What follows belongs to an exercise in optimizing a design on an open flow for a short achievable clock period and few clock cycles per item; a production flow would make more cautious choices.
No functional check of the RTL was part of any run shown here.
Power and IR drop assume default switching activity.

--- run.sh ---
#!/bin/bash
# synth_recipe.tcl (not shown) runs the flow's synth.tcl, then flattens the netlist and writes it again
# the make line also repeats each setting of config.mk as NAME=value (left out here)
make -C /OpenROAD-flow-scripts/flow DESIGN_CONFIG=/design/flow/config.mk WORK_HOME=/design/flow/orfs CLKGATE_MAP_FILE= SYNTH_SCRIPT=/design/flow/synth_recipe.tcl finish
--- config.mk ---
export PLATFORM = sky130hd
export DESIGN_NAME = tms1100_core
export DESIGN_NICKNAME = tms1100_core
export VERILOG_FILES = /design/flow/design.v
export SDC_FILE = /design/flow/constraint.sdc
export NUM_CORES = 4
export LEC_CHECK = 0
export ABC_CLOCK_PERIOD_IN_PS = 2500
export CAP_MARGIN = 20
export CORE_MARGIN = 2
export CORE_UTILIZATION = 40
export SETUP_SLACK_MARGIN = 3.5
export SLEW_MARGIN = 20
--- constraint.sdc ---
create_clock -name core_clock -period 6.0 [get_ports {clk}]
set_input_delay 1.2000 -clock core_clock [delete_from_list [all_inputs] [get_ports {clk}]]
set_output_delay 1.2000 -clock core_clock [all_outputs]
set_load 0.01 [all_outputs]
--- design.v ---
module tms1100_core (
    input  wire        clk,
    input  wire        rst,         
    output wire [10:0] rom_addr,    
    input  wire [7:0]  rom_data,    
    input  wire [3:0]  k_in,        
    output wire [4:0]  o_out,       
    output wire [10:0] r_out,       
    output wire        retire       
);
    reg        rst_q;
    reg [10:0] fa;           
    reg [10:0] fa_alt;       
    reg        dv;           
    reg [1:0]  x;
    reg [3:0]  y;
    reg [7:0]  ir;
    reg        ev;           
    reg        e_stype;      
    reg        e_sflag;      
    reg        pend;         
    reg [3:0]  mreg;         
    reg [5:0]  e_addr;       
    reg [3:0]  a;
    reg        s;
    reg        sl;
    reg [4:0]  o;
    reg [10:0] r;
    reg [3:0]  ram [0:63];
    reg [3:0]  pa, pb;
    reg [5:0]  pc;
    reg [5:0]  sr;
    reg        cl;
    reg        ca, cb, cs;
    assign rom_addr = fa;
    assign o_out    = o;
    assign r_out    = r;
    assign retire   = ev;
    function [3:0] inc4(input [3:0] v);
        inc4 = {v[3] ^ (v[2] & v[1] & v[0]), v[2] ^ (v[1] & v[0]), v[1] ^ v[0], ~v[0]};
    endfunction
    function [3:0] dec4(input [3:0] v);
        dec4 = {v[3] ^ ~(v[2] | v[1] | v[0]), v[2] ^ ~(v[1] | v[0]), v[1] ^ ~v[0], ~v[0]};
    endfunction
    wire [7:0] op   = ir;
    wire [3:0] c4   = {op[0], op[1], op[2], op[3]};    
    wire [1:0] bidx = {op[0], op[1]};                  
    wire [3:0] m    = mreg;
    reg [3:0]  a_n;
    reg        s_n, sl_n;
    reg [4:0]  o_n;
    reg [10:0] r_n;
    reg        ram_we;
    reg [3:0]  ram_wd;
    reg [4:0]  sum;
    always @(*) begin
        a_n    = a;
        s_n    = 1'b1;
        sl_n   = sl;
        o_n    = o;
        r_n    = r;
        ram_we = 1'b0;
        ram_wd = a;
        sum    = 5'd0;
        casez (op)
            8'h00: s_n = (m != a);                                
            8'h01: begin                                          
                sum = {1'b0, m} + {1'b0, ~a} + 5'd1;
                s_n = sum[4];
            end
            8'h02: begin                                          
                s_n  = (y != a);
                sl_n = (y != a);
            end
            8'h03: begin                                          
                ram_we = 1'b1;
                a_n    = m;
            end
            8'h04: s_n = e_sflag;                                 
            8'h05: s_n = e_sflag;                                 
            8'h06: begin                                          
                sum = {1'b0, a} + {1'b0, m};
                s_n = sum[4];
                a_n = sum[3:0];
            end
            8'h07: begin                                          
                sum = {1'b0, m} + 5'd15;
                s_n = sum[4];
                a_n = sum[3:0];
            end
            8'h08: a_n = k_in;                                    
            8'h0A: o_n = {sl, a};                                 
            8'h0C: if (y <= 4'd10) r_n[y] = 1'b0;                 
            8'h0D: if (y <= 4'd10) r_n[y] = 1'b1;                 
            8'h0E: s_n = (k_in != 4'd0);                          
            8'h21: a_n = m;                                       
            8'h23: a_n = y;                                       
            8'h24: begin                                          
                ram_we = 1'b1;
                s_n    = e_sflag;
            end
            8'h25: begin                                          
                ram_we = 1'b1;
                s_n    = e_sflag;
            end
            8'h26: begin                                          
                ram_we = 1'b1;
                a_n    = 4'd0;
            end
            8'h27: ram_we = 1'b1;                                 
            8'b0011_00??: begin                                   
                ram_we       = 1'b1;
                ram_wd       = m;
                ram_wd[bidx] = 1'b1;
            end
            8'b0011_01??: begin                                   
                ram_we       = 1'b1;
                ram_wd       = m;
                ram_wd[bidx] = 1'b0;
            end
            8'b0011_10??: s_n = m[bidx];                          
            8'h3C: begin                                          
                sum = {1'b0, m} + {1'b0, ~a} + 5'd1;
                s_n = sum[4];
                a_n = sum[3:0];
            end
            8'h3D: begin                                          
                sum = {1'b0, ~a} + 5'd1;
                s_n = sum[4];
                a_n = sum[3:0];
            end
            8'h3E: begin                                          
                sum = {1'b0, m} + 5'd1;
                s_n = sum[4];
                a_n = sum[3:0];
            end
            8'h3F: s_n = (m != 4'd0);                             
            8'h5?: s_n = (y != c4);                               
            8'h6?: begin                                          
                ram_we = 1'b1;
                ram_wd = c4;
            end
            8'h7F: a_n = 4'd0;                                    
            8'b0111_0???,
            8'b0111_10??,
            8'b0111_110?,
            8'h7E: begin                                          
                sum = {1'b0, a} + {1'b0, c4} + 5'd1;
                s_n = sum[4];
                a_n = sum[3:0];
            end
            default: ;           
        endcase
    end
    wire [5:0] pc_inc = pc + 6'd1;
    reg [3:0]  pa_n, pb_n;
    reg [5:0]  pc_n, sr_n;
    reg        cl_n, ca_n, cb_n, cs_n;
    always @(*) begin
        pa_n = pa;
        pb_n = pb;
        pc_n = pc_inc;
        sr_n = sr;
        cl_n = cl;
        ca_n = ca;
        cb_n = cb;
        cs_n = cs;
        casez (op)
            8'h0B: cb_n = ~cb;                                    
            8'h0F: begin                                          
                pa_n = pb;
                if (cl) begin
                    ca_n = cs;
                    pc_n = sr;
                    cl_n = 1'b0;
                end
            end
            8'h1?: pb_n = c4;                                     
            8'b10??_????: begin                                   
                if (s) begin
                    ca_n = cb;
                    pc_n = op[5:0];
                    if (!cl) pa_n = pb;
                end
            end
            8'b11??_????: begin                                   
                if (s) begin
                    if (!cl) begin
                        sr_n = pc_inc;
                        cs_n = ca;
                        pa_n = pb;
                        pb_n = pa;
                        cl_n = 1'b1;
                    end else begin
                        pb_n = pa;
                    end
                    ca_n = cb;
                    pc_n = op[5:0];
                end
            end
            default: ;
        endcase
    end
    wire [7:0] dop      = rom_data;
    wire       taken_l  = pend & s;           
    wire       ntaken_l = pend & ~s;          
    wire       d_ok     = dv & ~taken_l;      
    wire       e_ldp    = ev & (ir[7:4] == 4'h1);
    wire       e_comc   = ev & (ir == 8'h0B);
    wire [3:0] pb_f     = e_ldp ? c4 : pb;
    wire       cb_f     = cb ^ e_comc;
    wire [5:0] seq_w    = ntaken_l ? fa_alt[5:0] : fa[5:0];    
    wire [10:0] seq_nx  = ntaken_l ? fa_alt : {fa[10:6], fa[5:0] + 6'd1};
    wire [4:0] br_hi    = {cb_f, cl ? pa : pb_f};
    wire [10:0] rt_addr = cl ? {cs, pb_f, sr} : {ca, pb_f, seq_w};
    wire       br_go    = d_ok & (ev | s);    
    wire       d_br     = dop[7];
    wire       d_retn   = (dop == 8'h0F);
    wire       d_pend   = dv & d_br & ev & e_stype;
    wire d_stype = (dop[7:3] == 5'b00000 && dop[2:0] != 3'b011)      
                 | (dop == 8'h0E)                                    
                 | (dop == 8'h24) | (dop == 8'h25)                   
                 | (dop[7:3] == 5'b00111)                            
                 | (dop[7:4] == 4'h5)                                
                 | (dop[7:4] == 4'h7 && dop[3:0] != 4'hF);           
    wire [5:0] d_addr = {x, y};
    wire       m_fwd  = ev & ram_we & (e_addr == d_addr);
    wire [3:0] m_rd   = m_fwd ? ram_wd : ram[d_addr];
    wire [3:0] a_fwd  = ev ? a_n : a;         
    reg [1:0]  x_n;
    reg [3:0]  y_n;
    reg        sflag_n;
    always @(*) begin
        x_n     = x;
        y_n     = y;
        sflag_n = (y != 4'd0);
        casez (dop)
            8'h04, 8'h24: y_n = dec4(y);                          
            8'h05, 8'h25: begin                                   
                y_n     = inc4(y);
                sflag_n = (y == 4'd15);
            end
            8'h09: x_n = x ^ 2'b10;                               
            8'h20: y_n = a_fwd;                                   
            8'h22: y_n = m_rd;                                    
            8'b0010_1???: x_n = {dop[1], dop[2]};                 
            8'h4?: y_n = {dop[0], dop[1], dop[2], dop[3]};        
            8'h6?: y_n = inc4(y);                                 
            default: ;
        endcase
    end
    integer i;
    always @(posedge clk) begin
        rst_q <= rst;
        if (rst) begin
            fa   <= 11'd0;
            dv   <= 1'b0;
            ev   <= 1'b0;
            pend <= 1'b0;
        end else begin
            ev   <= d_ok;
            pend <= d_pend;
            if (d_ok & ((d_br & br_go) | d_retn)) begin
                fa <= (d_br & br_go) ? {br_hi, dop[5:0]} : rt_addr;
                dv <= d_pend;
            end else begin
                fa <= seq_nx;
                dv <= ~ntaken_l;
            end
        end
        fa_alt  <= {fa[10:6], fa[5:0] + 6'd1};
        ir      <= dop;
        e_stype <= d_stype;
        e_sflag <= sflag_n;
        mreg    <= m_rd;
        e_addr  <= d_addr;
        if (rst) begin
            o <= 5'd0;
            r <= 11'd0;
        end else if (ev) begin
            o <= o_n;
            r <= r_n;
        end
        if (rst_q) begin
            x  <= 2'd0;
            y  <= 4'd0;
            a  <= 4'd0;
            s  <= 1'b1;
            sl <= 1'b0;
            pa <= 4'd0;
            pb <= 4'd0;
            pc <= 6'd0;
            sr <= 6'd0;
            cl <= 1'b0;
            ca <= 1'b0;
            cb <= 1'b0;
            cs <= 1'b0;
            for (i = 0; i < 64; i = i + 1)
                ram[i] <= 4'hA;
        end else begin
            if (d_ok) begin
                x <= x_n;
                y <= y_n;
            end
            if (ev) begin
                a  <= a_n;
                s  <= s_n;
                sl <= sl_n;
                pa <= pa_n;
                pb <= pb_n;
                pc <= pc_n;
                sr <= sr_n;
                cl <= cl_n;
                ca <= ca_n;
                cb <= cb_n;
                cs <= cs_n;
                if (ram_we)
                    ram[e_addr] <= ram_wd;
            end
        end
    end
endmodule
==> out/results.ini, run 1 <==
[outcome]
outcome=complete, no violations

[pwr]
p_leak_uw=0.007251
power_uw=5920
ir_drop_mv=0.1973
power_density_nw_per_um2=267.8

[synthesis]
synthSimpleGateAreaFrac_pct=20.35
async_reset_ff_share_pct=0
netlist_area_um2=18270
synthMuxAreaShare_pct=10.79
syn_nets=1794
synth_seq_cells=354
synth_fa_ha_area_share_pct=1.972
synth_cell_type_count=96
avgSynthCellArea_um2=10.42
synth_xor_area_share_pct=1.774
yosysWarningCount=1
ys_seq_area_share_pct=52.82
synth_top_family_by_area=simple AND/OR/NAND/NOR gates
synthFlopType=edfxtp_1
synth_compound_area_share_pct=8.650
synth_edf_count=256
synthCells=1753

[routing]
vias=14561
wire_per_inst_um=24.64
drt.antenna.violating_nets=0
via_per_inst=5.970
firstDrtPassIters=6
drt-total-wl_mm=60.09
drcViolationCount=0
drt_iter0_markers=1791

[global_route]
antenna_found_initial=0
track_usage_pct=24.44
grt_pass1_wl_mm=87.13
grt_max_degree=66
grt_pass1_vias=14093
overflow=0

[critical_path]
slowest_delay_ns=0.54
worstPathBufferInverterCount=1
worstPathMaxFanout=24
cp_slowest_cell=mux4_2
crit_type=flop to flop
start_kind=flop
crit_chain=buf_8 -> mux4_2 -> mux2i_1 -> o21ai_0 -> o221ai_1 -> nand2_1 -> o211ai_1 -> a41oi_2
cp_top_family=compound AO/OA/AOI/OAI gates
worstPathRequired_ns=6.42
arrival_ns=2.98
endpoint_kind=flop

[sta]
finalHoldViolations=0
min_period_ns=2.565
fmax_mhz=389.9
skew_ns=0.01820
setup_violations=0
tightest_slew_ns=1.108
slew_headroom_pct=26.12
finalCritPeriodShare_pct=42.75
drv_slew=0
rsz0062_at_grt=yes
fin_setup_tns_ns=0

[job]
maxCapViolations=0

[cts]
htree_levels=2
clk_latency_ns=0.57
clock-sinks=354
cts_made_buffers=40
clk_pin_slew_ns=0.06
clk_root_buffer_cell=clkbuf_16
ctsHoldBuffers=0
cts_tree=yes
max-clock-path-buffers=3

[die]
start_util_pct=40.43
rows=78
fp.dieH_um=217.7
design.core.area_um2=45190
die_x_um=217.7
io_pins=42
die-area_um2=47400

[layout]
antennaDiodeCount=0
final_cell_mix=298 x nor2_1, 298 x nand2_1, 256 x edfxtp_1, 78 x dfxtp_1, 62 x mux2i_1
layout-drive-gt1-share_pct=22.13
area_growth_pct=21.03
nets=1848

[worst_hold_path]
hold_path_class=flop to flop

[placed_design]
dpl.hpwl_mm=35.77
port_buffers=41
place_congestion=0.9587

## area by class of cell
type	count	area [um^2]
clock buffers	59	1227
fillers	4058	23070
multi-input cells	1253	8700
well taps	600	750.7
clock inverters	15	215.2
inverters	26	113.9
repair buffers	132	1395
flip-flops and latches	354	9709
## cell families (layout without fill, tap and decap cells)
kind of cell    Yosys count  in the layout
simple gates            846            846
compound gates          214            217
xor+xnor                 37             37
buf+inv                 149            232
flops                   354            354
fa+ha+maj                27             27
mux                     126            126
## metrics by stage
| step | setup WS (ns) | cell area, um^2 | utilization [%] | instances | hold WS, ns |
|---|---|---|---|---|---|
| finish | 3.435 | 22110 | 48.93 | 2439 | 0.3660 |
| global route | 3.354 | 22110 | 48.93 | 2439 | 0.3765 |
| CTS | 3.370 | 21450 | 47.46 | 2410 | 0.3713 |
| detailed placement | 2.306 | 19160 | 42.41 | 2297 | 0.3633 |
| global placement | 2.426 | 19140 | 42.37 | 2296 | 0.3524 |
| floorplan | 3.273 | 18350 | - | 1753 | 0.3258 |
## synth_stat cells, drive strengths merged, types with 4 or more instances
cell type	n	area, um^2
ha	24	300.3
dfxtp	98	1962
nand2b	17	106.4
nand3b	6	57.56
a21oi	37	188.9
mux4	56	1261
o21ai	34	170.2
nor4	5	52.55
nor4b	5	50.04
a22o	5	43.79
nand4	17	112.6
a222oi	5	50.05
and3	8	50.05
xor2	16	140.1
mux2	8	90.09
nor2b	22	137.6
o311ai	4	42.55
nor3b	6	50.05
a31oi	10	62.56
nand2	348	1306
a22oi	8	60.06
or3	7	48.80
a21o	5	37.54
o22ai	6	37.54
and2	11	68.81
or2	6	37.54
xnor2	21	183.9
nor2	311	1170
buf	64	346.6
o211ai	13	97.59
nor3	28	165.2
o221ai	10	87.58
nand3	37	185.2
o21a	4	30.03
inv	23	86.33
edfxtp	256	7687
mux2i	62	620.6
clkbuf	59	221.5
a311oi	11	96.34
a32oi	4	35.03
a211oi	19	142.6
## worst paths after layout
path | from | end | slack (ns) | cells after the start
worst max-delay path | y[0] | y[3] | 3.43 | 8
worst min-delay path | fa[7] | fa_alt[7] | 0.37 | 0
worst max register to register | y[0] | y[3] | 3.43 | 8
worst min register to register | fa[7] | fa_alt[7] | 0.37 | 0
## report_power, final
group	switching, uW	internal, uW
clock	1020	1640
sequential	58.5	2670
combinational	338	198
## per-layer routing
layer / global-route usage [%] / routed length, um / part of all wire, %
met1: 32.67 / 23660 / 39
met2: 39.10 / 28130 / 47
met3: 4.881 / 6144 / 10
met4: 9.612 / 2156 / 3.6
met5: 0 / 0 / 0
## flip-flops by register name, indices dropped and copies added, names as in the netlist, 2 cells and up, named ones only
| signal | count |
|---|---|
| ram | 256 |
| e_addr | 6 |
| pa | 4 |
| o | 5 |
| mreg | 4 |
| sr | 6 |
| ir | 8 |
| a | 4 |
| y | 4 |
| fa | 11 |
| pb | 4 |
| pc | 6 |
| fa_alt | 11 |
| x | 2 |
## repair_timing
| action | in CTS | in global routing |
|---|---|---|
| setup buffers | 35 | 25 |
| endpoints found under the setup margin | 582 | 448 |
| gates cloned | 4 | 4 |
| resized for setup | 182 | 119 |
| pin swaps | 19 | 27 |
==> inputs of run 2 (changes only) <==
--- a/config.mk
+++ b/config.mk
@@ -7,3 +7,3 @@
 export LEC_CHECK = 0
-export ABC_CLOCK_PERIOD_IN_PS = 2500
+export ABC_CLOCK_PERIOD_IN_PS = 2000
 export CAP_MARGIN = 20
@@ -11,3 +11,3 @@
 export CORE_UTILIZATION = 40
-export SETUP_SLACK_MARGIN = 3.5
+export SETUP_SLACK_MARGIN = 4.0
 export SLEW_MARGIN = 20
==> run 2 against run 1 <==
Effect of this change: sequential power barely moved; cell count rose by 8.7%; fmax rose by 2.8%; flip-flop and latch count did not move; synthesized cell count did not move; worst setup slack improved by 0.071 ns; combinational power rose by 42%; critical path depth rose by 2; clock skew rose by 0.0084 ns; count of clock-buffer cells in the layout fell by 13; wire length rose by 18%; register-to-register slack improved by 0.07 ns; critical endpoint is now ram[11][3].
==> out/results.ini, run 2 <==
[cts]
cts_tree=yes  ; unchanged
clk_latency_ns=0.56  ; was 0.57 ns
cts_made_buffers=39  ; was 40
ctsHoldBuffers=0  ; unchanged
clk_root_buffer_cell=clkbuf_16  ; unchanged
clk_pin_slew_ns=0.06  ; about the same
htree_levels=2  ; unchanged
max-clock-path-buffers=3  ; unchanged
clock-sinks=354  ; unchanged

[worst_hold_path]
worstHoldStart=fa[9]  ; was fa[7]
hold_end=fa_alt[9]  ; was fa_alt[7]
hold_path_class=flop to flop  ; unchanged
holdPathStages=1  ; was 0

[die]
fp.dieH_um=217.7  ; unchanged
die_x_um=217.7  ; unchanged
design.core.area_um2=45190  ; unchanged
die-area_um2=47400  ; unchanged
rows=78  ; unchanged
start_util_pct=40.43  ; unchanged
io_pins=42  ; unchanged

[layout]
nets=2063  ; was 1,848
layout-drive-gt1-share_pct=48.05  ; was 22.13%
antennaDiodeCount=0  ; unchanged
regMostFlops=ram  ; unchanged
n_fill_cell=3331  ; was 4,058
largest_register_ffs=256  ; unchanged
finalNonFillerCells=2652  ; was 2,439
area_growth_pct=51.01  ; was 21.03%
layout_commonest_cell=edfxtp_1
final_cell_mix=256 x edfxtp_1, 199 x nand2_1, 139 x nor2_1, 133 x buf_6, 131 x buf_4  ; was 298 x nor2_1, 298 x nand2_1, 256 x edfxtp_1, 78 x dfxtp_1, 62 x mux2i_1
reg_top3=ram: 256 flops, fa: 11 flops, fa_alt: 11 flops  ; unchanged

[placed_design]
dp.cells=2301  ; was 2,297
dpl.hpwl_mm=35.93  ; was 35.77 mm
place_congestion=0.8842  ; was 0.9587
port_buffers=41  ; unchanged
pre_cts_ws_ns=2.276  ; was 2.306 ns

[synthesis]
yosysTopAreaCell=edfxtp_1  ; unchanged
synth_area_leaders=edfxtp_1 42%, dfxtp_1 11%, nand2_1 7.2%, mux4_2 6.9%, nor2_1 6.4%  ; unchanged
yosysWarningCount=1  ; unchanged
synthFlopType=edfxtp_1  ; unchanged
yosysTopAreaCellShare_pct=42.08  ; unchanged
synth_seq_cells=354  ; unchanged
synthCells=1753  ; unchanged
syn_nets=1794  ; unchanged
synth_edf_count=256  ; unchanged
synth_most_common_cell=nand2_1  ; unchanged
yosys-top-cells-count=348 x nand2_1, 310 x nor2_1, 256 x edfxtp_1  ; unchanged
avgSynthCellArea_um2=10.42  ; unchanged
synth_cell_type_count=96  ; unchanged
async_reset_ff_share_pct=0  ; unchanged
ys_seq_area_share_pct=52.82  ; unchanged
netlist_area_um2=18270  ; unchanged

[sta]
finalWorstSetupSlack_ns=3.505  ; was 3.435 ns
slew_headroom_pct=18.33  ; was 26.12%
fin_setup_tns_ns=0  ; unchanged
min_period_ns=2.495  ; was 2.565 ns
drv_slew=0  ; unchanged
rsz0062_at_grt=yes  ; unchanged
fmax_mhz=400.9  ; was 389.9 MHz
finalCritPeriodShare_pct=41.58  ; was 42.75%
tightest_slew_ns=1.225  ; was 1.108 ns
setup_violations=0  ; unchanged
finalHoldViolations=0  ; unchanged
skew_ns=0.02656  ; was 0.01820 ns

[routing]
drt.antenna.violating_nets=0  ; unchanged
firstDrtPassIters=6  ; unchanged
drt-total-wl_mm=70.64  ; was 60.09 mm
vias=16263  ; was 14.56k
drcViolationCount=0  ; unchanged
drt_iter0_markers=1739  ; was 1,791
via_per_inst=6.132  ; was 5.970
wire_per_inst_um=26.63  ; was 24.64 um

[global_route]
antenna_found_initial=1  ; was 0
track_usage_pct=27.95  ; was 24.44%
grt_pass1_wl_mm=99.13  ; was 87.13 mm
grt_max_degree=66  ; unchanged
overflow=0  ; unchanged
grt_pass1_vias=15498  ; was 14.09k

[pwr]
p_int_uw=4401  ; was 4505 uW
pwr-share-seq_pct=45.7  ; was 46.1%
sw_frac_of_total_pct=26.12  ; was 23.91%
p_switching_uw=1555  ; was 1416 uW
p_leak_uw=0.009001  ; was 0.007251 uW
ir_drop_mv=0.2151  ; was 0.1973 mV
pwr-share-comb_pct=12.8  ; was 9.1%
clkPwrFrac_pct=41.5  ; was 44.9%
power_density_nw_per_um2=215.9  ; was 267.8 nW/um^2

[critical_path]
reg2reg_from=ir[6]  ; was y[0]
worstPathMaxFanout=7  ; was 24
arrival_ns=2.74  ; was 2.98 ns
rrSetupSlack_ns=3.51  ; was 3.43 ns
endpoint_kind=flop  ; unchanged
reg2reg_depth=10  ; was 8
start_kind=flop  ; unchanged
crit_type=flop to flop  ; unchanged
worstPathRequired_ns=6.24  ; was 6.42 ns
timing.rr.end=ram[11][3]  ; was y[3]

[job]
maxCapViolations=0  ; unchanged

[outcome]
outcome=complete, no violations  ; unchanged

-- run 2: changes by cell type in the layout (fill, tap and decap cells not counted), moves of 27 or more --
cell	delta
nor2_1	-159
buf_6	+119
nor2_4	+115
nand2_1	-99
buf_4	+76
nand2_4	+64
nand2_8	+63
nor2_2	+44
dfxtp_1	-28
nand2_2	-27
-- run 2: cells by family (layout without fill, tap and decap cells) --
kind of cell,after synthesis,count (layout),share of synthesized area (%)
xor+xnor,37,37,1.774
mux,126,126,10.79
simple gates,846,847,20.35
flops,354,354,52.82
fa+ha+maj,27,27,1.972
compound gates,214,217,8.650
buf+inv,149,444,3.643
-- run 2: worst max-delay path by stage --
stage                      from    endpoint  cells after the start
floorplan           rom_data[3]        y[2]                      8
global placement    rom_data[7]       fa[2]                      7
detailed placement  rom_data[7]       fa[2]                      7
CTS                        y[0]        y[3]                      8
global route              ir[6]  ram[11][1]                     10
finish                    ir[6]  ram[11][3]                     10
-- run 2: final cells by class --
cell class	count	area (um^2)	area share (%)
well taps	600	750.7	2.721
repair buffers	347	4136	14.99
multi-input cells	1254	11540	41.84
flip-flops and latches	354	9757	35.37
clock inverters	25	237.7	0.8617
clock buffers	46	1044	3.782
inverters	26	120.1	0.4354
-- run 2: worst max-delay path, stage by stage, from the launching register on --
cell and delay [ns]:
dfxtp_4 0.37, buf_12 0.15, nor4_4 0.34, nand4_4 0.15, a21oi_4 0.33, nand2b_4 0.16, buf_6 0.15, nor2_4 0.10
buf_12 0.19, nand2_2 0.10, nand2_4 0.14
-- run 2: stage by stage --
stage	utilization, %	total power, uW	hold slack, ns	cell area, um^2
6_report	61.05	5956	0.4592	27590
5_1_grt	61.05	6090	0.4644	27590
4_1_cts	56.88	5850	0.4575	25700
3_5_place_dp	43.50	3234	0.3613	19660
3_3_place_gp	43.49	3228	0.3538	19650
2_1_floorplan	-	3083	0.3258	18960
-- run 2: what timing repair did --
item / in CTS / in global routing
pin swaps: 186 / 123
gates cloned: 17 / 8
resized for setup: 824 / 274
setup buffers: 186 / 69
endpoints found under the setup margin: 604 / 600
-- run 2: routing by layer --
layer	GRT usage [%]	routed length (um)
met1	36.43	26610
met3	5.690	7115
met4	13.49	4145
met2	44.56	32770
met5	0	0
-- run 2: power groups by stage --
| stage | registers [uW] | logic, uW | clock network, uW |
|---|---|---|---|
| 6_report | 2720 | 762 | 2470 |
| 3_5_place_dp | 2790 | 449 | 0 |
| 5_1_grt | 2730 | 788 | 2580 |
| 4_1_cts | 2720 | 663 | 2470 |
| 2_1_floorplan | 2750 | 333 | 0 |
| 3_3_place_gp | 2780 | 444 | 0 |
==> inputs of run 3 (changes only) <==
--- a/design.v
+++ b/design.v
@@ -16,2 +16,4 @@
     reg [3:0]  y;
+    reg [3:0]  x_oh;         
+    reg [15:0] y_oh;         
     reg [7:0]  ir;
@@ -19,2 +21,3 @@
     reg        e_stype;      
+    reg        e_sfl;        
     reg        e_sflag;      
@@ -44,2 +47,7 @@
     endfunction
+    function [15:0] oh16(input [3:0] v);
+        integer k;
+        for (k = 0; k < 16; k = k + 1)
+            oh16[k] = (v == k);
+    endfunction
     wire [7:0] op   = ir;
@@ -95,3 +103,5 @@
             8'h0E: s_n = (k_in != 4'd0);                          
+            8'h20: ;                                              
             8'h21: a_n = m;                                       
+            8'h22: ;                                              
             8'h23: a_n = y;                                       
@@ -211,10 +221,12 @@
     wire       cb_f     = cb ^ e_comc;
-    wire [5:0] seq_w    = ntaken_l ? fa_alt[5:0] : fa[5:0];    
+    wire [10:0] seq_cur = ntaken_l ? fa_alt : fa;                
     wire [10:0] seq_nx  = ntaken_l ? fa_alt : {fa[10:6], fa[5:0] + 6'd1};
     wire [4:0] br_hi    = {cb_f, cl ? pa : pb_f};
-    wire [10:0] rt_addr = cl ? {cs, pb_f, sr} : {ca, pb_f, seq_w};
-    wire       br_go    = d_ok & (ev | s);    
+    wire [10:0] rt_addr = cl ? {cs, pb_f, sr} : {ca, pb_f, seq_cur[5:0]};
+    wire       ls_k     = ~ev | ~e_stype | e_sfl;
+    wire       br_go    = d_ok & (~ls_k | (ev ? (e_sfl ? e_sflag : 1'b1) : s));
     wire       d_br     = dop[7];
     wire       d_retn   = (dop == 8'h0F);
-    wire       d_pend   = dv & d_br & ev & e_stype;
+    wire       d_ty     = (dop[7:2] == 6'b001000) & ~dop[0];      
+    wire       d_pend   = d_ok & d_br & ~ls_k;
     wire d_stype = (dop[7:3] == 5'b00000 && dop[2:0] != 3'b011)      
@@ -225,8 +237,18 @@
                  | (dop[7:4] == 4'h7 && dop[3:0] != 4'hF);           
+    wire d_sfl   = (dop[7:6] == 2'b00) & (dop[4:1] == 4'b0010);      
     wire [5:0] d_addr = {x, y};
     wire       m_fwd  = ev & ram_we & (e_addr == d_addr);
-    wire [3:0] m_rd   = m_fwd ? ram_wd : ram[d_addr];
-    wire [3:0] a_fwd  = ev ? a_n : a;         
+    reg  [3:0] m_ram;
+    integer    xi, yi;
+    always @(*) begin
+        m_ram = 4'd0;
+        for (xi = 0; xi < 4; xi = xi + 1)
+            for (yi = 0; yi < 16; yi = yi + 1)
+                m_ram = m_ram | ({4{x_oh[xi] & y_oh[yi]}} & ram[xi * 16 + yi]);
+    end
+    wire [3:0] m_rd   = m_fwd ? ram_wd : m_ram;
     reg [1:0]  x_n;
+    reg [3:0]  x_oh_n;
     reg [3:0]  y_n;
+    reg [15:0] y_oh_n;
     reg        sflag_n;
@@ -234,16 +256,28 @@
         x_n     = x;
+        x_oh_n  = x_oh;
         y_n     = y;
-        sflag_n = (y != 4'd0);
+        y_oh_n  = y_oh;
+        sflag_n = ~y_oh[0];
         casez (dop)
-            8'h04, 8'h24: y_n = dec4(y);                          
-            8'h05, 8'h25: begin                                   
+            8'h04, 8'h24: begin                                   
+                y_n    = dec4(y);
+                y_oh_n = {y_oh[0], y_oh[15:1]};
+            end
+            8'h05, 8'h25, 8'h6?: begin                            
                 y_n     = inc4(y);
-                sflag_n = (y == 4'd15);
+                y_oh_n  = {y_oh[14:0], y_oh[15]};
+                sflag_n = y_oh[15];
+            end
+            8'h09: begin                                          
+                x_n    = x ^ 2'b10;
+                x_oh_n = {x_oh[1:0], x_oh[3:2]};
+            end
+            8'b0010_1???: begin                                   
+                x_n    = {dop[1], dop[2]};
+                x_oh_n = {dop[1] & dop[2], dop[1] & ~dop[2], ~dop[1] & dop[2], ~dop[1] & ~dop[2]};
+            end
+            8'h4?: begin                                          
+                y_n    = {dop[0], dop[1], dop[2], dop[3]};
+                y_oh_n = oh16({dop[0], dop[1], dop[2], dop[3]});
             end
-            8'h09: x_n = x ^ 2'b10;                               
-            8'h20: y_n = a_fwd;                                   
-            8'h22: y_n = m_rd;                                    
-            8'b0010_1???: x_n = {dop[1], dop[2]};                 
-            8'h4?: y_n = {dop[0], dop[1], dop[2], dop[3]};        
-            8'h6?: y_n = inc4(y);                                 
             default: ;
@@ -265,2 +299,5 @@
                 dv <= d_pend;
+            end else if (d_ok & d_ty) begin
+                fa <= seq_cur;
+                dv <= 1'b0;
             end else begin
@@ -273,2 +310,3 @@
         e_stype <= d_stype;
+        e_sfl   <= d_sfl;
         e_sflag <= sflag_n;
@@ -284,4 +322,6 @@
         if (rst_q) begin
-            x  <= 2'd0;
-            y  <= 4'd0;
+            x    <= 2'd0;
+            y    <= 4'd0;
+            x_oh <= 4'b0001;
+            y_oh <= 16'd1;
             a  <= 4'd0;
@@ -301,4 +341,12 @@
             if (d_ok) begin
-                x <= x_n;
-                y <= y_n;
+                x    <= x_n;
+                x_oh <= x_oh_n;
+                y    <= y_n;
+                y_oh <= y_oh_n;
+            end else if (ev & (ir == 8'h20)) begin               
+                y    <= a;
+                y_oh <= oh16(a);
+            end else if (ev & (ir == 8'h22)) begin               
+                y    <= mreg;
+                y_oh <= oh16(mreg);
             end
==> run 3 against run 2 <==
Effect of this change: still clean; clock skew fell by 0.00094 ns; final area rose by 0.69%; core utilization fell by 1.3 points; critical endpoint is now ram[12][3]; largest power group unchanged; highest routed layer unchanged.
==> out/results.ini, run 3 <==
[routing]
wire_per_inst_um=29.00  ; was 26.63 um
via_per_inst=6.583  ; was 6.132
drt_iter0_markers=3063  ; was 1,739
firstDrtPassIters=9  ; was 6
drt.antenna.violating_nets=0  ; unchanged
drcViolationCount=0  ; unchanged
drt-total-wl_mm=82.34  ; was 70.64 mm
vias=18689  ; was 16.26k

[job]
maxCapViolations=0  ; unchanged

[cts]
clk_root_buffer_cell=clkbuf_16  ; unchanged
cts_made_buffers=41  ; was 39
cts_tree=yes  ; unchanged
clk_latency_ns=0.58  ; was 0.56 ns
ctsHoldBuffers=0  ; unchanged
max-clock-path-buffers=3  ; unchanged
htree_levels=2  ; unchanged
clock-sinks=375  ; was 354
clk_pin_slew_ns=0.06  ; about the same

[layout]
multi_input_area_um2=11090  ; was 11,540 um^2
design_area_um2=27780  ; was 27,590 um^2
seqCellArea_um2=10190  ; was 9757 um^2
regMostFlops=ram  ; unchanged
final_cell_mix=256 x edfxtp_1, 198 x buf_4, 157 x nand2_1, 137 x nor2_1, 127 x buf_6  ; was 256 x edfxtp_1, 199 x nand2_1, 139 x nor2_1, 133 x buf_6, 131 x buf_4
layout_commonest_cell=edfxtp_1  ; unchanged
antennaDiodeCount=0  ; unchanged
largest_register_ffs=256  ; unchanged
nets=2244  ; was 2,063
layout-drive-gt1-share_pct=44.89  ; was 48.05%
reg_top3=ram: 256 flops, y_oh: 16 flops  ; was ram: 256 flops, fa: 11 flops, fa_alt: 11 flops
utilization_pct=59.79  ; was 61.05%
area_growth_pct=47.91  ; was 51.01%
n_fill_cell=3640  ; was 3,331

[sta]
setup_violations=0  ; unchanged
finalCritPeriodShare_pct=43.07  ; was 41.58%
fmax_mhz=387.0  ; was 400.9 MHz
rsz0062_at_grt=yes  ; unchanged
finalHoldViolations=0  ; unchanged
tightest_slew_ns=1.237  ; was 1.225 ns
min_period_ns=2.584  ; was 2.495 ns
fin_setup_tns_ns=0  ; unchanged
skew_ns=0.02561  ; was 0.02656 ns
slew_headroom_pct=17.56  ; was 18.33%
drv_slew=0  ; unchanged

[worst_hold_path]
worstHoldStart=x[1]  ; was fa[9]
holdPathStages=0  ; was 1
hold_end=e_addr[5]  ; was fa_alt[9]
hold_path_class=flop to flop  ; unchanged

[die]
design.core.area_um2=46460  ; was 45,190 um^2
io_pins=42  ; unchanged
start_util_pct=40.43  ; about the same
die_x_um=220.7  ; was 217.7 um
rows=79  ; was 78
fp.dieH_um=220.7  ; was 217.7 um
die-area_um2=48700  ; was 47,400 um^2

[synthesis]
synth_most_common_cell=nand2_1  ; unchanged
synth_area_leaders=edfxtp_1 41%, dfxtp_1 13%, nand2_1 6.1%, nor2_1 4.8%, a22oi_1 2.9%  ; was edfxtp_1 42%, dfxtp_1 11%, nand2_1 7.2%, mux4_2 6.9%, nor2_1 6.4%
ys_seq_area_share_pct=53.62  ; was 52.82%
yosysTopAreaCell=edfxtp_1  ; unchanged
async_reset_ff_share_pct=0  ; unchanged
syn_nets=1963  ; was 1,794
netlist_area_um2=18780  ; was 18,270 um^2
yosys-top-cells-count=304 x nand2_1, 256 x edfxtp_1, 239 x nor2_1  ; was 348 x nand2_1, 310 x nor2_1, 256 x edfxtp_1
synth_edf_count=256  ; unchanged
yosysWarningCount=1  ; unchanged
avgSynthCellArea_um2=9.766  ; was 10.42 um^2
synthFlopType=edfxtp_1  ; unchanged
synthCells=1923  ; was 1,753
synth_cell_type_count=80  ; was 96
synth_seq_cells=375  ; was 354
yosysTopAreaCellShare_pct=40.93  ; was 42.08%

[critical_path]
slowest_delay_ns=0.57  ; was 0.37 ns
timing.rr.end=ram[12][3]  ; was ram[11][3]
worstPathRequired_ns=6.26  ; was 6.24 ns
arrival_ns=2.85  ; was 2.74 ns
crit_type=flop to flop  ; unchanged
rrSetupSlack_ns=3.42  ; was 3.51 ns
reg2reg_from=ir[7]  ; was ir[6]
cp_slowest_cell=or4_4  ; was dfxtp_4
start_kind=flop  ; unchanged
crit_chain=or4_4 -> nor3_4 -> a22oi_2 -> buf_4 -> buf_6 -> nor4_4 -> buf_6 -> buf_12 -> nand2_2 -> nand2_2  ; was buf_12 -> nor4_4 -> nand4_4 -> a21oi_4 -> nand2b_4 -> buf_6 -> nor2_4 -> buf_12 -> nand2_2 -> nand2_4
worstPathBufferInverterCount=4  ; was 3
reg2reg_depth=10  ; unchanged
endpoint_kind=flop  ; unchanged
cp_top_family=simple AND/OR/NAND/NOR gates  ; unchanged
worstPathMaxFanout=5  ; was 7

[placed_design]
port_buffers=41  ; unchanged
placed_cell_area_um2=20140  ; was 19,660 um^2
place_congestion=0.9608  ; was 0.8842
dpl.hpwl_mm=45.91  ; was 35.93 mm

[pwr]
ir_drop_mv=0.1896  ; was 0.2151 mV
power_density_nw_per_um2=220.2  ; was 215.9 nW/um^2
p_leak_uw=0.009495  ; was 0.009001 uW

[global_route]
track_usage_pct=32.38  ; was 27.95%
overflow=0  ; unchanged
grt_pass1_wl_mm=115.1  ; was 99.13 mm
grt_max_degree=73  ; was 66
antenna_found_initial=1  ; unchanged
grt_pass1_vias=17131  ; was 15.50k

[outcome]
outcome=complete, no violations  ; unchanged

==> run 3: how the worst max path moves through the flow <==
stage | startpoint | endpoint | slack [ns] | cells past startpoint
floorplan | rom_data[3] | y[3] | 3.28 | 8
global placement | rom_data[3] | y[3] | 1.85 | 7
detailed placement | rom_data[3] | y[3] | 1.77 | 7
CTS | ir[7] | ram[46][1] | 3.44 | 7
global route | ir[7] | ram[10][2] | 3.38 | 10
finish | ir[7] | ram[12][3] | 3.42 | 10
==> run 3: cell families (layout without fill, tap and decap cells) <==
family,after synthesis,count (layout),synth area share (%)
AO/OA/AOI/OAI,448,449,17.26
XOR/XNOR,38,38,1.772
adder cells (fa/ha/maj),26,26,1.852
buffers and inverters,198,496,4.217
flip-flops,375,375,53.62
multiplexers,31,31,1.726
AND/OR/NAND/NOR,807,817,19.56
==> run 3: area by class of cell <==
cell class,count,share of cell area [%]
Timing Repair Buffer,400,15.83
Tap cell,607,2.734
Clock buffer,49,3.802
Sequential cell,375,36.67
Inverter,25,0.4324
Multi-Input combinational cell,1361,39.94
Clock inverter,22,0.5901
==> run 3: worst register-to-register path: cells and delay by family, from the launching register on <==
kind | cells | cell delay (ns)
simple gates | 5 | 1.11
compound gates | 1 | 0.19
flops | 1 | 0.36
buf+inv | 4 | 0.62
==> run 3: metal layers <==
metal / GRT usage (%) / wire length (um) / part of all wire, %
met1: 42.48 / 30200 / 37
met2: 48.46 / 35810 / 43
met3: 8.344 / 10970 / 13
met4: 18.64 / 5358 / 6.5
met5: 0 / 0 / 0
==> run 3: timing repair <==
| item | in CTS | in global routing |
|---|---|---|
| gates cloned | 23 | 7 |
| resized for setup | 720 | 360 |
| buffers inserted | 221 | 79 |
| pin swaps | 88 | 126 |
| endpoints found under the hold margin | 0 | 0 |
| setup endpoints to repair | 620 | 621 |
==> run 3: where the power goes <==
part / internal [uW] / switching, uW / total, uW
Sequential: 2820 / 87.8 / 2900
Clock: 1340 / 1090 / 2430
Combinational: 321 / 460 / 782
==> run 3: metrics by stage <==
step	hold WS, ns	instances	total power [uW]	worst slack (ns)
global route	0.4049	2839	6236	3.375
detailed placement	0.3635	2438	3459	1.771
global placement	0.3604	2438	3453	1.854
floorplan	0.3598	1923	3269	3.283
finish	0.4089	2839	6116	3.416
CTS	0.3778	2753	5983	3.438
==> inputs of run 4 (changes only) <==
--- a/design.v
+++ b/design.v
@@ -24,2 +24,8 @@
     reg        pend;         
+    reg        pend_b;       
+    reg [10:0] rec;          
+    reg        d_pred;       
+    reg        bv;           
+    reg [10:0] btag;         
+    reg [10:0] btgt;         
     reg [3:0]  mreg;         
@@ -216,3 +222,4 @@
     wire       ntaken_l = pend & ~s;          
-    wire       d_ok     = dv & ~taken_l;      
+    wire       rec_b    = pend_b & ~s;        
+    wire       d_ok     = dv & ~taken_l & ~rec_b;    
     wire       e_ldp    = ev & (ir[7:4] == 4'h1);
@@ -221,8 +228,13 @@
     wire       cb_f     = cb ^ e_comc;
-    wire [10:0] seq_cur = ntaken_l ? fa_alt : fa;                
-    wire [10:0] seq_nx  = ntaken_l ? fa_alt : {fa[10:6], fa[5:0] + 6'd1};
     wire [4:0] br_hi    = {cb_f, cl ? pa : pb_f};
-    wire [10:0] rt_addr = cl ? {cs, pb_f, sr} : {ca, pb_f, seq_cur[5:0]};
     wire       ls_k     = ~ev | ~e_stype | e_sfl;
-    wire       br_go    = d_ok & (~ls_k | (ev ? (e_sfl ? e_sflag : 1'b1) : s));
+    wire       ls_v     = ev ? (~e_sfl | e_sflag) : s;
+    wire       known_nt = ls_k & ~ls_v;
+    wire       hit_ok   = (fa[10:6] == br_hi);
+    wire       p_nt     = d_ok & d_pred & known_nt;             
+    wire       p_fix    = d_ok & d_pred & ~known_nt & ~hit_ok;  
+    wire       if_bad   = ntaken_l | p_nt;
+    wire [10:0] seq_cur = if_bad ? fa_alt : fa;                  
+    wire       hit      = bv & (fa == btag);
+    wire [10:0] rt_addr = cl ? {cs, pb_f, sr} : {ca, pb_f, seq_cur[5:0]};
     wire       d_br     = dop[7];
@@ -230,3 +242,5 @@
     wire       d_ty     = (dop[7:2] == 6'b001000) & ~dop[0];      
-    wire       d_pend   = d_ok & d_br & ~ls_k;
+    wire       br_go    = d_ok & ~d_pred & d_br & (~ls_k | ls_v);
+    wire       d_pend   = d_ok & ~d_pred & d_br & ~ls_k;
+    wire       d_pend_b = d_ok & d_pred & ~ls_k;
     wire d_stype = (dop[7:3] == 5'b00000 && dop[2:0] != 3'b011)      
@@ -289,20 +303,43 @@
         if (rst) begin
-            fa   <= 11'd0;
-            dv   <= 1'b0;
-            ev   <= 1'b0;
-            pend <= 1'b0;
+            fa     <= 11'd0;
+            dv     <= 1'b0;
+            ev     <= 1'b0;
+            pend   <= 1'b0;
+            pend_b <= 1'b0;
+            d_pred <= 1'b0;
+            bv     <= 1'b0;
+            btag   <= 11'd0;
+            btgt   <= 11'd0;
         end else begin
-            ev   <= d_ok;
-            pend <= d_pend;
-            if (d_ok & ((d_br & br_go) | d_retn)) begin
-                fa <= (d_br & br_go) ? {br_hi, dop[5:0]} : rt_addr;
+            ev     <= d_ok;
+            pend   <= d_pend;
+            pend_b <= d_pend_b;
+            d_pred <= 1'b0;
+            if (rec_b) begin
+                fa <= rec;
+                dv <= 1'b0;
+            end else if (br_go | p_fix) begin
+                fa <= {br_hi, dop[5:0]};
                 dv <= d_pend;
-            end else if (d_ok & d_ty) begin
+            end else if (d_ok & d_retn) begin
+                fa <= rt_addr;
+                dv <= 1'b0;
+            end else if ((d_ok & d_ty) | if_bad) begin
                 fa <= seq_cur;
                 dv <= 1'b0;
+            end else if (hit) begin
+                fa     <= btgt;
+                dv     <= 1'b1;
+                d_pred <= 1'b1;
             end else begin
-                fa <= seq_nx;
-                dv <= ~ntaken_l;
+                fa <= {fa[10:6], fa[5:0] + 6'd1};
+                dv <= 1'b1;
+            end
+            if (ev & (ir[7:6] == 2'b10) & s) begin
+                bv   <= 1'b1;
+                btag <= {ca, pa, pc};
+                btgt <= {ca_n, pa_n, pc_n};
             end
         end
+        rec     <= fa_alt;
         fa_alt  <= {fa[10:6], fa[5:0] + 6'd1};
==> run 4 against run 3 <==
Effect of this change: cell count is 8.5% higher; hold slack got worse by 0.054 ns; clock power rose by 14%; area after synthesis rose by 7.6%; die area grew 7.5%; flip-flop and latch count increased by 36; global-route usage fell by 0.57 points; combinational power increased by 19%; final area increased by 10%; worst setup slack worse by 0.22 ns; critical endpoint is now ram[41][3].
==> out/results.ini, run 4 <==
[outcome]
outcome=complete, no violations  ; unchanged

[sta]
rsz0062_at_grt=yes  ; unchanged
setup_violations=0  ; unchanged
fmax_mhz=356.3  ; was 387.0 MHz
fin_setup_tns_ns=0  ; unchanged
drv_slew=0  ; unchanged
tightest_slew_ns=1.154  ; was 1.237 ns
min_period_ns=2.807  ; was 2.584 ns
finalCritPeriodShare_pct=46.78  ; was 43.07%
finalWorstSetupSlack_ns=3.193  ; was 3.416 ns
whs_ns=0.3552  ; was 0.4089 ns
slew_headroom_pct=22.92  ; was 17.56%
skew_ns=0.05921  ; was 0.02561 ns
finalHoldViolations=0  ; unchanged

[critical_path]
worstPathBufferInverterCount=4  ; unchanged
worstPathRequired_ns=6.37  ; was 6.26 ns
crit_cells=11  ; was 10
endpoint_kind=flop  ; unchanged
reg2reg_depth=11  ; was 10
worstPathMaxFanout=6  ; was 5
cp_slowest_cell=or3b_4  ; was or4_4
start_kind=flop  ; unchanged
arrival_ns=3.17  ; was 2.85 ns
cp_top_family=simple AND/OR/NAND/NOR gates  ; unchanged
crit_chain=nor4b_4 -> nand2_1 -> a21oi_2 -> o21ai_4 -> or3b_4 -> buf_12 -> buf_12 -> nor2_4 -> buf_4 -> buf_6 -> nand2_2  ; was or4_4 -> nor3_4 -> a22oi_2 -> buf_4 -> buf_6 -> nor4_4 -> buf_6 -> buf_12 -> nand2_2 -> nand2_2
crit_top_cell=buf_12
slowest_delay_ns=0.45  ; was 0.57 ns
crit_type=flop to flop  ; unchanged

[cts]
max-clock-path-buffers=3  ; unchanged
htree_levels=2  ; unchanged
cts_made_buffers=46  ; was 41
clk_pin_slew_ns=0.06  ; about the same
clk_latency_ns=0.63  ; was 0.58 ns
cts_tree=yes  ; unchanged
clk_root_buffer_cell=clkbuf_16  ; unchanged
clock-sinks=411  ; was 375

[die]
fp.dieH_um=228.8  ; was 220.7 um
design.core.area_um2=50070  ; was 46,460 um^2
die_x_um=228.8  ; was 220.7 um
io_pins=42  ; unchanged
start_util_pct=40.38  ; was 40.43%
rows=82  ; was 79
die-area_um2=52360  ; was 48,700 um^2

[placed_design]
dpl.hpwl_mm=47.28  ; was 45.91 mm
port_buffers=41  ; unchanged
pre_cts_ws_ns=2.141  ; was 1.771 ns
place_congestion=0.9270  ; was 0.9608

[layout]
nets=2413  ; was 2,244
reg_top3=ram: 256 flops, y_oh: 16 flops  ; unchanged
utilization_pct=61.12  ; was 59.79%
antennaDiodeCount=0  ; unchanged
n_fill_cell=3783  ; was 3,640
layout-drive-gt1-share_pct=47.95  ; was 44.89%
largest_register_ffs=256  ; unchanged
final_cell_mix=256 x edfxtp_1, 196 x buf_4, 158 x buf_6, 137 x nand2_1, 115 x nor2_1  ; was 256 x edfxtp_1, 198 x buf_4, 157 x nand2_1, 137 x nor2_1, 127 x buf_6
area_growth_pct=51.37  ; was 47.91%
regMostFlops=ram  ; unchanged
layout_commonest_cell=edfxtp_1  ; unchanged

[routing]
firstDrtPassIters=9  ; unchanged
drt.antenna.violating_nets=0  ; unchanged
drt-total-wl_mm=89.23  ; was 82.34 mm
drt_iter0_markers=3518  ; was 3,063
vias=20054  ; was 18.69k
wire_per_inst_um=28.96  ; was 29.00 um
via_per_inst=6.509  ; was 6.583
drcViolationCount=0  ; unchanged

[synthesis]
ys_seq_area_share_pct=53.37  ; was 53.62%
synth_cell_type_count=79  ; was 80
yosysTopAreaCellShare_pct=38.02  ; was 40.93%
synth_area_leaders=edfxtp_1 38%, dfxtp_1 15%, nand2_1 5.0%, nor2_1 4.8%, clkbuf_1 3.1%  ; was edfxtp_1 41%, dfxtp_1 13%, nand2_1 6.1%, nor2_1 4.8%, a22oi_1 2.9%
async_reset_ff_share_pct=0  ; unchanged
synth_seq_cells=411  ; was 375
yosys-top-cells-count=267 x nand2_1, 259 x nor2_1, 256 x edfxtp_1  ; was 304 x nand2_1, 256 x edfxtp_1, 239 x nor2_1
yosysWarningCount=1  ; unchanged
synthCells=2053  ; was 1,923
synthFlopType=edfxtp_1  ; unchanged
yosysTopAreaCell=edfxtp_1  ; unchanged
syn_nets=2093  ; was 1,963
synth_most_common_cell=nand2_1  ; unchanged
avgSynthCellArea_um2=9.847  ; was 9.766 um^2
synth_edf_count=256  ; unchanged
netlist_area_um2=20220  ; was 18,780 um^2

[pwr]
p_switching_uw=1860  ; was 1640 uW
pwr-share-seq_pct=45.9  ; was 47.5%
ir_drop_mv=0.2517  ; was 0.1896 mV
pwr-share-comb_pct=13.5  ; was 12.8%
sw_frac_of_total_pct=27.12  ; was 26.81%
clkPwrFrac_pct=40.6  ; was 39.8%
p_int_uw=5000  ; was 4476 uW
p_leak_uw=0.01043  ; was 0.009495 uW
power_density_nw_per_um2=224.2  ; was 220.2 nW/um^2

[worst_hold_path]
hold_path_class=flop to flop  ; unchanged
holdPathStages=0  ; unchanged

[global_route]
track_usage_pct=31.81  ; was 32.38%
grt_max_degree=54  ; was 73
overflow=0  ; unchanged
grt_pass1_vias=18976  ; was 17.13k
grt_pass1_wl_mm=124.9  ; was 115.1 mm
antenna_found_initial=2  ; was 1

[job]
maxCapViolations=0  ; unchanged

==> run 4: kinds of logic after synthesis <==
family / Yosys count / synth area share, %
and+or+nand+nor: 801 / 18.00
AOI/OAI and AO/OA: 495 / 17.89
DFF: 411 / 53.37
buffers and inverters: 221 / 4.301
xor gates and xnor gates: 54 / 2.407
muxes: 45 / 2.308
adders and majority gates: 26 / 1.721
==> run 4: final timing paths <==
| check | start | end | slack, ns |
|---|---|---|---|
| worst max-delay path | ir[4] | ram[41][3] | 3.19 |
| worst min-delay path | fa_alt[7] | rec[7] | 0.36 |
| worst max register to register | ir[4] | ram[41][3] | 3.19 |
| worst min register to register | fa_alt[7] | rec[7] | 0.36 |
==> run 4: layer usage <==
metal | track usage, % | part of all wire (%) | vias to the layer above
li1 | - | - | 8282
met1 | 41.19 | 37 | 9731
met2 | 48.31 | 44 | 1640
met3 | 9.556 | 14 | 399
met4 | 16.07 | 6.1 | 2
met5 | 0 | 0.015 | -
==> run 4: final cells by class <==
class                           count  area [um^2]  area share, %
Timing Repair Buffer              437         4832          15.79
Inverter                           29        138.9         0.4538
Sequential cell                   411        10920          35.68
Clock buffer                       63         1245          4.068
Clock inverter                     21        206.4         0.6746
Timing Repair inverter              1        6.256        0.02044
Tap cell                          672        840.8          2.748
Multi-Input combinational cell   1447        12410          40.56
==> run 4: through the flow <==
step                instances  area [um^2]  power [uW]
CTS                      3007        28690        6733
floorplan                2053        21420        3575
global route             3081        30600        7018
finish                   3081        30600        6860
detailed placement       2621        21910        3785
global placement         2621        21910        3778
==> run 4: power groups by stage <==
stage | Sequential (uW) | Clock (uW) | Combinational, uW
4_1_cts | 3140 | 2790 | 806
2_1_floorplan | 3150 | 0 | 421
5_1_grt | 3150 | 2910 | 958
6_report | 3150 | 2780 | 929
3_3_place_gp | 3210 | 0 | 566
3_5_place_dp | 3210 | 0 | 572
==> run 4: repair_timing <==
| action | 4_1_cts | 5_1_grt |
|---|---|---|
| setup endpoints to repair | 654 | 650 |
| pin swaps | 239 | 136 |
| gates cloned | 42 | 0 |
| resized for setup | 849 | 337 |
| hold buffers | 0 | 0 |
| buffers inserted | 260 | 74 |

[afterwards: timing with drivers on the ports]
Ports are ideal in the flow. The routed layouts listed here were re-timed in OpenROAD.
Step 1, drivers: a clkbuf_16 drives clk and a buf_2 each remaining input, both assumed.
Step 2 moves the port delays by t, midway between the first and last clock arrival at a register: inputs arrive t later, outputs are due t later. That takes back most of the time a late clock gives input paths.
Slacks: no drivers / after step 1 / after step 2; pairs: no drivers / after step 1.
| run | t (ns) | setup slack, ns | worst setup path at the end | worst register clock-pin slew, ns |
|---|---|---|---|---|
| run 1 | 0.611 | 3.435 / 3.435 / 2.938 | input to register | 0.06 / 0.06 |
| run 2 | 0.608 | 3.505 / 3.505 / 2.985 | input to register | 0.07 / 0.07 |
| run 3 | 0.631 | 3.416 / 3.416 / 3.074 | input to register | 0.07 / 0.07 |
| run 4 | 0.660 | 3.193 / 3.193 / 2.958 | input to register | 0.06 / 0.06 |
After both steps setup and hold are still met in every run listed. The setup slack of run 2, which loses most, moves by 0.000 ns with the drivers and by -0.520 ns with both steps.
